From an optimization exercise on the open Yosys and OpenROAD flow, aimed at small area, a short achievable clock period and few clock cycles; shortcuts taken in it are not production practice. In this exercise RTL edits were held to simulation tests only and were not proved equivalent to the original. Power is estimated from default activity; no workload was simulated.

## run A
==> flow/design.v <==
module rle_tx_encoder (
    input  wire        clk,
    input  wire        rst,         
    input  wire        start,       
    input  wire        seg_new,     
    input  wire [15:0] width,       
    output wire        ready,
    output reg         rd_en,
    output reg  [15:0] rd_addr,
    input  wire [23:0] rd_data,
    output reg         out_valid,
    output reg  [7:0]  out_data,
    input  wire        out_ready,
    output wire [31:0] chk_value,
    output wire [31:0] byte_count
);
    localparam [16:0] X = 17'd65513;
    localparam        D = 4;             
    reg        rdy;
    reg [15:0] w;
    assign ready = rdy;
    wire accept = rdy && start;
    reg        rtag_s;        
    reg        rtag_last;
    reg        s1v, s1last;             
    reg        f1v;                     
    reg        p2v, p2last;             
    reg        e2;                      
    reg [15:0] sa;            
    reg        sdone;         
    reg [23:0] prev;
    reg [15:0] ea;            
    reg [23:0] pix;
    reg        pv;            
    reg [1:0]  bsel;          
    reg        ekind;
    reg [6:0]  erem;          
    reg [7:0]  fm [0:D-1];
    reg [2:0]  fwp, frp;      
    wire [2:0] fcnt   = fwp - frp;
    wire       fempty = (fwp == frp);
    wire       ffull  = (fwp == {~frp[2], frp[1:0]});
    wire [7:0] fhead  = fm[frp[1:0]];
    reg [1:0]  open;          
    reg [6:0]  pcnt;          
    reg        eprev;         
    reg [1:0]  fin;           
    reg        pdone;         
    reg [31:0] bc;
    reg        av;
    reg        ld;            
    assign byte_count = bc;
    wire ofree = !out_valid || out_ready;
    wire xfer  = out_valid && out_ready;
    reg        do_proc, ej, nej;
    reg        push;
    reg [7:0]  pdesc;
    reg [1:0]  open_n;
    reg [6:0]  pcnt_n;
    always @(*) begin
        do_proc = 1'b0;
        ej      = eprev;
        nej     = 1'b0;
        if (fin == 2'd1) begin
            do_proc = !ffull;
        end else if (p2v && open != 2'd3) begin
            do_proc = 1'b1;
            nej     = e2;
        end
        push   = 1'b0;
        pdesc  = {open[1], pcnt};
        open_n = open;
        pcnt_n = pcnt;
        if (do_proc) begin
            if (open == 2'd2 && pcnt != 7'd127 && ej) begin
                pcnt_n = pcnt + 7'd1;
            end else if (open == 2'd1 && pcnt != 7'd127 && !nej) begin
                pcnt_n = pcnt + 7'd1;
            end else begin
                push   = (open != 2'd0);
                open_n = nej ? 2'd2 : 2'd1;
                pcnt_n = 7'd0;
            end
        end
        if (p2v && open == 2'd3)
            open_n = 2'd0;
        if (fin == 2'd2 && !ffull) begin
            push   = 1'b1;
            open_n = 2'd0;
        end
    end
    wire pop = (bsel == 2'd0) && pv && !fempty && ofree;
    wire busy_fetch = (rd_en && !rtag_s) || f1v;
    wire fetch_req  = !rdy && (ea != w) && !busy_fetch && (!pv || bsel != 2'd0);
    wire [2:0] occ  = fcnt + {2'b0, rd_en && rtag_s} + {2'b0, s1v} + {2'b0, p2v};
    wire scan_req   = !rdy && !sdone && (occ < D);
    wire [15:0] sa_inc = sa + 16'd1;
    always @(posedge clk) begin
        if (rst) begin
            rd_en  <= 1'b0;
            s1v    <= 1'b0;
            f1v    <= 1'b0;
            p2v    <= 1'b0;
            sdone  <= 1'b1;
        end else begin
            s1v     <= rd_en && rtag_s;
            s1last  <= rtag_last;
            f1v     <= rd_en && !rtag_s;
            p2v     <= s1v;
            p2last  <= s1last;
            if (accept) begin
                rd_en  <= 1'b0;
                sa     <= 16'd0;
                sdone  <= 1'b0;
            end else if (fetch_req) begin
                rd_en   <= 1'b1;
            end else if (scan_req) begin
                rd_en      <= 1'b1;
                sa         <= sa_inc;
                sdone      <= (sa_inc == w);
            end else begin
                rd_en <= 1'b0;
            end
        end
    end
    always @(posedge clk) begin
        rd_addr   <= fetch_req ? ea : sa;
        rtag_s    <= !fetch_req;
        rtag_last <= (sa_inc == w);
    end
    always @(posedge clk) begin
        if (s1v)
            prev <= rd_data;
        e2 <= (rd_data == prev);
    end
    always @(posedge clk) begin
        if (rst) begin
            fwp   <= 3'd0;
            frp   <= 3'd0;
            fin   <= 2'd0;
            pdone <= 1'b1;
            open  <= 2'd0;
        end else begin
            if (push) begin
                fm[fwp[1:0]] <= pdesc;
                fwp          <= fwp + 3'd1;
            end
            if (pop)
                frp <= frp + 3'd1;
            open <= open_n;
            pcnt <= pcnt_n;
            if (accept) begin
                pdone <= 1'b0;
                open  <= 2'd3;
            end
            if (p2v) begin
                eprev <= e2;
                if (p2last)
                    fin <= 2'd1;
            end
            if (fin == 2'd1 && !ffull)
                fin <= 2'd2;
            if (fin == 2'd2 && !ffull) begin
                fin   <= 2'd0;
                pdone <= 1'b1;
            end
        end
    end
    wire cap = f1v && (!pv || (bsel == 2'd3 && ofree));
    wire load = ofree && (bsel == 2'd0 ? (pv && !fempty) : (bsel != 2'd1 || pv));
    reg [7:0] byte_n;
    always @(*) begin
        case (bsel)
            2'd0:    byte_n = fhead;
            2'd1:    byte_n = pix[7:0];
            2'd2:    byte_n = pix[15:8];
            default: byte_n = pix[23:16];
        endcase
    end
    wire        ea_skip = (bsel == 2'd0) && pv;
    wire [15:0] ea_add  = ea + (ea_skip ? {9'd0, fhead[6:0]} : 16'd1);
    always @(posedge clk) begin
        if (rst) begin
            pv        <= 1'b0;
            bsel      <= 2'd0;
            out_valid <= 1'b0;
        end else begin
            if (accept)
                ea <= 16'd0;
            else if ((pop && fhead[7]) || cap)
                ea <= ea_add;
            if (cap)
                pix <= rd_data;
            if (load)
                out_data <= byte_n;
            if (ofree) begin
                out_valid <= 1'b0;
                case (bsel)
                    2'd0: if (pv && !fempty) begin
                        out_valid <= 1'b1;
                        ekind     <= fhead[7];
                        erem      <= fhead[6:0];
                        bsel      <= 2'd1;
                    end
                    2'd1: if (pv) begin
                        out_valid <= 1'b1;
                        bsel      <= 2'd2;
                    end
                    2'd2: begin
                        out_valid <= 1'b1;
                        bsel      <= 2'd3;
                    end
                    default: begin
                        out_valid <= 1'b1;
                        if (!ekind && erem != 7'd0) begin
                            erem <= erem - 7'd1;
                            bsel <= 2'd1;
                        end else begin
                            bsel <= 2'd0;
                        end
                    end
                endcase
            end
            if (cap)
                pv <= 1'b1;
            else if (ofree && bsel == 2'd3)
                pv <= 1'b0;
        end
    end
    wire row_end = pdone && fempty && bsel == 2'd0 && !out_valid && !ld;
    wire settled;
    reg  nrm;                                
    always @(posedge clk) begin
        if (rst) begin
            rdy <= 1'b1;
            nrm <= 1'b0;
        end else if (accept) begin
            rdy <= 1'b0;
            w   <= width;
        end else begin
            nrm <= !rdy && row_end && !(nrm && settled);
            if (nrm && settled)
                rdy <= 1'b1;
        end
    end
    reg [7:0]  al, ah, bl, bh;
    reg [1:0]  ka, kb;
    reg [5:0]  fa23, fb23;    
    reg [15:0] ci;
    reg [8:0]  vl;
    reg [7:0]  vh;
    assign chk_value = {ah, al, bh, bl};
    assign settled   = (ka == 2'd0) && (fa23 == 6'd0) && (kb == 2'd0) && (fb23 == 6'd0);
    function [5:0] x23;
        input [1:0] k;
        case (k)
            2'd0:    x23 = 6'd0;
            2'd1:    x23 = 6'd23;
            default: x23 = 6'd46;
        endcase
    endfunction
    wire        a_ge  = (ah == 8'hff) && (al >= 8'he9);
    wire        b_ge  = (bh == 8'hff) && (bl >= 8'he9);
    wire        fix_b = settled && b_ge;   
    wire [9:0]  al_n  = {2'b0, al} + {2'b0, vl[7:0]} + {4'b0, fa23};
    wire [9:0]  ah_n  = {2'b0, ah} + {2'b0, vh} + {8'd0, ka} + {9'd0, vl[8]};
    wire [9:0]  bl_n  = {2'b0, bl} + {2'b0, al} + {4'b0, fa23} + {4'b0, fb23};
    wire [9:0]  bh_n  = {2'b0, bh} + {2'b0, ah} + {8'd0, ka} + {8'd0, kb};
    wire [9:0]  bl_f  = {2'b0, bl} + {4'b0, fb23 | {1'b0, fix_b, 1'b0, fix_b, fix_b, fix_b}};
    wire [9:0]  bh_f  = {2'b0, bh} + {8'd0, kb | {1'b0, fix_b}};
    wire [15:0] i_next = (ci == 16'd65512) ? 16'd0 : ci + 16'd1;
    wire [8:0]  vl_n  = {1'b0, ci[7:0]} + {1'b0, byte_n};
    always @(posedge clk) begin
        if (rst || (accept && seg_new)) begin
            al <= 8'd0;  ah <= 8'd0;  ka <= 2'd0;  fa23 <= 6'd0;
            bl <= 8'd1;  bh <= 8'd0;  kb <= 2'd0;  fb23 <= 6'd0;
            ci <= 16'd1;
            bc <= 32'd0;
            ld <= 1'b0;
            av <= 1'b0;
            vl <= 9'd0;
            vh <= 8'd0;
        end else begin
            ld <= load;
            av <= ld;
            if (load) begin
                vl <= vl_n;
                vh <= ci[15:8];
                ci <= i_next;
            end else begin
                vl <= 9'd0;
                vh <= 8'd0;
            end
            if (ld)
                bc <= bc + 32'd1;
            if (nrm && settled) begin
                if (a_ge) begin ah <= 8'd0; al <= al - 8'he9; end
            end else if (ld || nrm) begin
                {ka, al} <= al_n;
                ah       <= ah_n[7:0];
                fa23     <= x23(ah_n[9:8]);
            end
            if (av) begin
                {kb, bl} <= bl_n;
                bh       <= bh_n[7:0];
                fb23     <= x23(bh_n[9:8]);
            end else if (nrm) begin
                bl   <= bl_f[7:0];
                bh   <= bh_f[7:0];
                kb   <= fix_b ? 2'd0 : bl_f[9:8];
                fb23 <= fix_b ? 6'd0 : x23(bh_f[9:8]);
            end
        end
    end
endmodule
clock: 10.0 ns
lec_check: 0
cap_margin: 20
core_margin: 2
core_utilization: 75
cts_buf_list: sky130_fd_sc_hd__clkbuf_4 sky130_fd_sc_hd__clkbuf_8
cts_cluster_size: 30
slew_margin: 20
standard.sh (not shown) runs the stock make flow with config.mk's settings and CLKGATE_MAP_FILE= SYNTH_SCRIPT=/design/flow/synth_recipe.tcl, a recipe that flattens the netlist after the stock synthesis.
==> flow/flow/run.sh <==
#!/bin/bash
# Standard ORFS layout with stronger port buffers and a tighter repair target.
set -euo pipefail
export BUFFER_PORTS_ARGS="-buffer_cell sky130_fd_sc_hd__buf_2"
export SETUP_SLACK_MARGIN=6.7
bash standard.sh > flow_make.log 2>&1
Run A reached the final stage; the timing, design-rule and antenna checks on its layout passed.
Testbench counts of run A, summed over its fixed seeds: cycles 64,689.
The following lists how run B was set up differently from run A:
- CTS_CLUSTER_DIAMETER newly set to 40
==> flow/flow/run.sh <==
#!/bin/bash
# Standard ORFS layout with stronger port buffers and a tighter repair target.
set -euo pipefail
export BUFFER_PORTS_ARGS="-buffer_cell sky130_fd_sc_hd__buf_2"
export SETUP_SLACK_MARGIN=6.85
bash standard.sh > flow_make.log 2>&1
Findings:
Diff run A -> run B | maximum resistive drop on vdd | up by more than a quarter
Compared with run A, in run B final weighted congestion in routability-driven placement now sits lower, area added between synthesis and finish now sits higher, number of buffers created by CTS now sits lower, sequential share of power now sits higher, area of all placed cells without fillers now sits higher.
Run B vs. run A: final critical-path required period down 53 ps; final wirelength up 3900 um.
Setup slack ends up higher on run B.
What run C does differently from run B at the input level:
- removing CTS_CLUSTER_DIAMETER (formerly 40)
- changing CORE_UTILIZATION from 75 to 65
==> flow/flow/run.sh <==
#!/bin/bash
# Standard ORFS layout with stronger port buffers and a tighter repair target.
set -euo pipefail
export BUFFER_PORTS_ARGS="-buffer_cell sky130_fd_sc_hd__buf_2"
export SETUP_SLACK_MARGIN=6.7
bash standard.sh > flow_make.log 2>&1
Notes after the runs:
Run C: PASS, flow complete, no timing, DRC or antenna violations
Min clock input transition at the sequential cells of the worst setup and hold paths across run C and run B: run C
met3 wirelength from detailed routing on run C is down relative to run B.
| final net count | run C vs run B | 9 lower |
Share of the cycle needed by the critical path after routing: run C higher than run B
Higher share of cell area taken by multi-input logic gates goes to run B over run C.
Higher wire length of the first global-routing pass among run C and run B: run B
Run C reports a lower via count of the first global-routing pass than run B does.

## port drivers added, routing unchanged
The flow's constraints put no driver on any port. The routed layouts listed below were extracted and timed again, unchanged, in two steps. Step 1: set_driving_cell puts a clkbuf_16 on clk and a buf_2 on each other input, an assumption about the parent block. Step 2 also shifts input and output timing later by t, the mid clock arrival at the registers, as if the neighbouring blocks saw the same clock. Three values: no drivers, after step 1, after step 2; two values: the first two.
run | shift t [ns] | setup slack, ns | hold slack, ns | worst setup path after step 2 | worst register clock-pin slew, ns
run A | 0.615 | 6.736 / 6.707 / 6.280 | 0.418 / 0.418 / 0.418 | input to register | 0.07 / 0.07
run B | 0.599 | 6.789 / 6.781 / 6.274 | 0.446 / 0.446 / 0.446 | input to register | 0.10 / 0.10
run C | 0.619 | 6.737 / 6.691 / 6.326 | 0.431 / 0.431 / 0.431 | input to register | 0.07 / 0.07
After both steps every run listed still meets setup and hold. The setup slack of run B, which loses most, moves by -0.008 ns with the drivers and by -0.515 ns with both steps.
